From an optimization exercise on the open Yosys and OpenROAD flow, aimed at small area and a short achievable clock period; shortcuts taken in it are not production practice.
Function was checked by simulation only, so behaviour that the tests miss may differ from the original.
Power figures rest on the tool's default switching activity, not on a simulated workload.

job 101:
## ook_decoder
module ook_decoder (
    input  wire        clk,
    input  wire        rst,
    input  wire        edge_valid,
    input  wire        edge_level,
    input  wire [31:0] edge_ts,
    input  wire        tick,
    output wire        rec_valid,
    output wire [7:0]  rec_id,
    output wire        rec_battery_ok,
    output wire [7:0]  rec_channel,
    output wire [15:0] rec_temp,
    output wire [7:0]  rec_hum,
    output reg  [15:0] ovf_count,
    output reg  [15:0] desync_count
);
    wire        in_mark, in_bit, in_gap, got_mark, bc36;
    wire        do_bit, do_gap, enq, ovf_en, desync_en;
    wire [63:0] enq_frame;
    wire        deq;
    wire        q_empty;
    wire        q_full;
    wire [29:0] q_fields;
    wire        q_match;
    wire        ovf;
    ook_assembler u_asm (
        .clk        (clk),
        .rst        (rst),
        .edge_valid (edge_valid),
        .edge_level (edge_level),
        .edge_ts    (edge_ts),
        .do_bit     (do_bit),
        .do_gap     (do_gap),
        .in_mark    (in_mark),
        .in_bit     (in_bit),
        .in_gap     (in_gap),
        .got_mark   (got_mark),
        .bc36       (bc36),
        .enq_frame  (enq_frame)
    );
    ook_events u_ev (
        .rst        (rst),
        .edge_valid (edge_valid),
        .edge_level (edge_level),
        .got_mark   (got_mark),
        .in_bit     (in_bit),
        .in_gap     (in_gap),
        .bc36       (bc36),
        .ovf_ok     (q_full && !deq && !(&ovf_count)),
        .desync_ok  (!(&desync_count)),
        .do_bit     (do_bit),
        .do_gap     (do_gap),
        .enq        (enq),
        .ovf_en     (ovf_en),
        .desync_en  (desync_en)
    );
    ook_queue u_queue (
        .clk         (clk),
        .rst         (rst),
        .enq         (enq),
        .enq_frame   (enq_frame),
        .deq         (deq),
        .empty       (q_empty),
        .full        (q_full),
  ...
Size in the first run: roughly 1,600 cells after synthesis, about 440 flip-flops, ~110 I/O pins, about 0.019 mm2 of cells after synthesis.
==> module ook_window, before the edit <==
module ook_window (
    input  wire [31:0] x,
    input  wire [31:0] t0,
    output wire        in_mark,
    output wire        in_bit,    
    output wire        lo_one,    
    output wire        in_gap
);
    wire [12:0] bg = ~x[12:0] & t0[12:0];      
    wire [12:0] bp = ~(x[12:0] ^ t0[12:0]);    
    wire [12:0] g1, p1, g2, p2, g3, p3, g4;
    genvar i;
    generate
        for (i = 0; i < 13; i = i + 1) begin : pfx
            if (i >= 1) begin : s1
                assign g1[i] = bg[i] | (bp[i] & bg[i-1]);
                assign p1[i] = bp[i] & bp[i-1];
            end else begin : s1z
                assign g1[i] = bg[i];
                assign p1[i] = bp[i];
            end
            if (i >= 2) begin : s2
                assign g2[i] = g1[i] | (p1[i] & g1[i-2]);
                assign p2[i] = p1[i] & p1[i-2];
            end else begin : s2z
                assign g2[i] = g1[i];
                assign p2[i] = p1[i];
            end
            if (i >= 4) begin : s3
                assign g3[i] = g2[i] | (p2[i] & g2[i-4]);
                assign p3[i] = p2[i] & p2[i-4];
            end else begin : s3z
                assign g3[i] = g2[i];
                assign p3[i] = p2[i];
            end
            if (i >= 8) begin : s4
                assign g4[i] = g3[i] | (p3[i] & g3[i-8]);
            end else begin : s4z
                assign g4[i] = g3[i];
            end
        end
    endgenerate
    wire [12:0] d = ~bp ^ {g4[11:0], 1'b0};
    wire        b13 = g4[12];
    wire [18:0] xh = x[31:13];
    wire [18:0] th = t0[31:13];
    wire        hi_eq0 = &(xh ~^ th);
    wire [18:0] he = xh ~^ th;
    wire [18:0] hs = xh & ~th;
    wire [18:0] hz = ~xh & th;
    wire [18:0] hit1;
    generate
        for (i = 0; i < 19; i = i + 1) begin : inc
            if (i == 0 && i == 18) begin : only
                assign hit1[i] = hs[i];
            end else if (i == 0) begin : lo
                assign hit1[i] = hs[i] & (&he[18:i+1]);
            end else if (i == 18) begin : hi
                assign hit1[i] = hs[i] & (&hz[i-1:0]);
            end else begin : mid
                assign hit1[i] = hs[i] & (&he[18:i+1]) & (&hz[i-1:0]);
            end
        end
    endgenerate
    wire        hi_eq1 = (|hit1) | (&hz);
    wire        hi_ok  = b13 ? hi_eq1 : hi_eq0;
    wire lo_mark = (d >= 13'd400)  && (d <= 13'd600);
    wire lo_zero = (d >= 13'd900)  && (d <= 13'd1100);
    assign lo_one = (d >= 13'd1900) && (d <= 13'd2100);
    wire [12:0] g_lo = t0[12:0] + 13'd3900;
    wire [12:0] g_hi = t0[12:0] + 13'd4100;
    wire        g_ge = x[12:0] >= g_lo;
    wire        g_le = x[12:0] <= g_hi;
    wire lo_gap  = (g_lo <= g_hi) ? (g_ge && g_le) : (g_ge || g_le);
    assign in_mark = hi_ok && lo_mark;
    assign in_bit  = hi_ok && (lo_zero || lo_one);
    assign in_gap  = hi_ok && lo_gap;
endmodule
export LEC_CHECK = 0
export CAP_MARGIN = 20
export CORE_MARGIN = 2
export CORE_UTILIZATION = 60
export CTS_CLUSTER_DIAMETER = 100
export CTS_CLUSTER_SIZE = 20
export SLEW_MARGIN = 20
create_clock -name core_clock -period 10.0 [get_ports {clk}]
standard.sh (not shown) runs the stock make flow with config.mk's settings and CLKGATE_MAP_FILE= SYNTH_SCRIPT=/design/flow/synth_recipe.tcl, a recipe that flattens the netlist after the stock synthesis.
==> flow/flow/run.sh <==
#!/bin/bash
# The standard layout (standard.sh), with these changes:
# - synthesis leaves adders to ABC instead of mapping them to the
#   library's half/full adder cells (ADDER_MAP_FILE empty), so that the
#   timestamp window logic is built as shallow logic;
# - the timing repair after placement, CTS and global routing aims for a
#   margin below the clock period;
# - the port buffers are a small plain buffer cell.
set -euo pipefail
bash standard.sh ADDER_MAP_FILE= SETUP_SLACK_MARGIN=6 \
  "BUFFER_PORTS_ARGS=-buffer_cell sky130_fd_sc_hd__buf_2" finish > flow_standard.log 2>&1
Job 101: no failed stages, no open violations at the end
Setup changes, job 101 to job 102
diff --git a/flow/design.v b/flow/design.v
--- a/flow/design.v
+++ b/flow/design.v
@@ -64,17 +64,13 @@
     endgenerate
     wire        hi_eq1 = (|hit1) | (&hz);
     wire        hi_ok  = b13 ? hi_eq1 : hi_eq0;
     wire lo_mark = (d >= 13'd400)  && (d <= 13'd600);
     wire lo_zero = (d >= 13'd900)  && (d <= 13'd1100);
     assign lo_one = (d >= 13'd1900) && (d <= 13'd2100);
-    wire [12:0] g_lo = t0[12:0] + 13'd3900;
-    wire [12:0] g_hi = t0[12:0] + 13'd4100;
-    wire        g_ge = x[12:0] >= g_lo;
-    wire        g_le = x[12:0] <= g_hi;
-    wire lo_gap  = (g_lo <= g_hi) ? (g_ge && g_le) : (g_ge || g_le);
+    wire lo_gap  = (d >= 13'd3900) && (d <= 13'd4100);
     assign in_mark = hi_ok && lo_mark;
     assign in_bit  = hi_ok && (lo_zero || lo_one);
     assign in_gap  = hi_ok && lo_gap;
 endmodule
 module ook_assembler (
     input  wire        clk,
- Power share of the combinational group of job 102 is on par with job 101.
- Job 102: post-placement worst setup slack is 210 ps lower than what job 101 reported.
- Clock share of power: job 102 < job 101
- Between job 101 and job 102, the number of buffers added for setup after CTS is higher for job 102.
- As far as count of input and output buffers goes, job 102 and job 101 are indistinguishable; the numbers are identical.
- The die span in y reported for job 102 is smaller than that of job 101 by 1.9 um.
- Compared with job 101, job 102 improves minimum hold slack.
- Job 101 | status: complete | timing, DRC, antenna: pass
- Job 102 did not stop at any stage, and its layout met the timing, DRC and antenna checks.
- Going from job 101 to job 102, clock-buffer cell count now sits lower, non-clock buffer count rose about 6%, detailed-route wire length per cell has increased, count of cells along the worst register-to-register path fell 2.
- Summary — final worst setup slack, job 102 relative to job 101: lower, by 150 ps.

port drivers added, routing unchanged:
In the flow no input, the clock included, has a driving cell. The finished layouts below were timed again as built, in two steps. Step 1 (the two cells are an assumption about what drives the block):
set clk [get_ports {clk}]
set_driving_cell -lib_cell sky130_fd_sc_hd__clkbuf_16 $clk
set_driving_cell -lib_cell sky130_fd_sc_hd__buf_2 [delete_from_list [all_inputs] $clk]
Step 2 moves the port delays by t, midway between the first and last clock arrival at a register: inputs arrive t later, outputs are due t later. That takes back most of the time a late clock gives input paths. a / b / c = ideal / step 1 / step 2; a / b = the first two.
run	t, ns	setup WS [ns]	worst setup path at the end	clock arrival spread, ns	cell pins on the clock port's net
job 101	0.600	5.799 / 5.813 / 5.213	input to register	0.020 / 0.020	1
job 102	0.581	5.651 / 5.653 / 5.072	input to register	0.014 / 0.014	1
After both steps setup and hold are still met in every run listed. For job 101, which loses most, drivers alone change the setup slack by +0.014 ns; drivers and shift together by -0.586 ns.
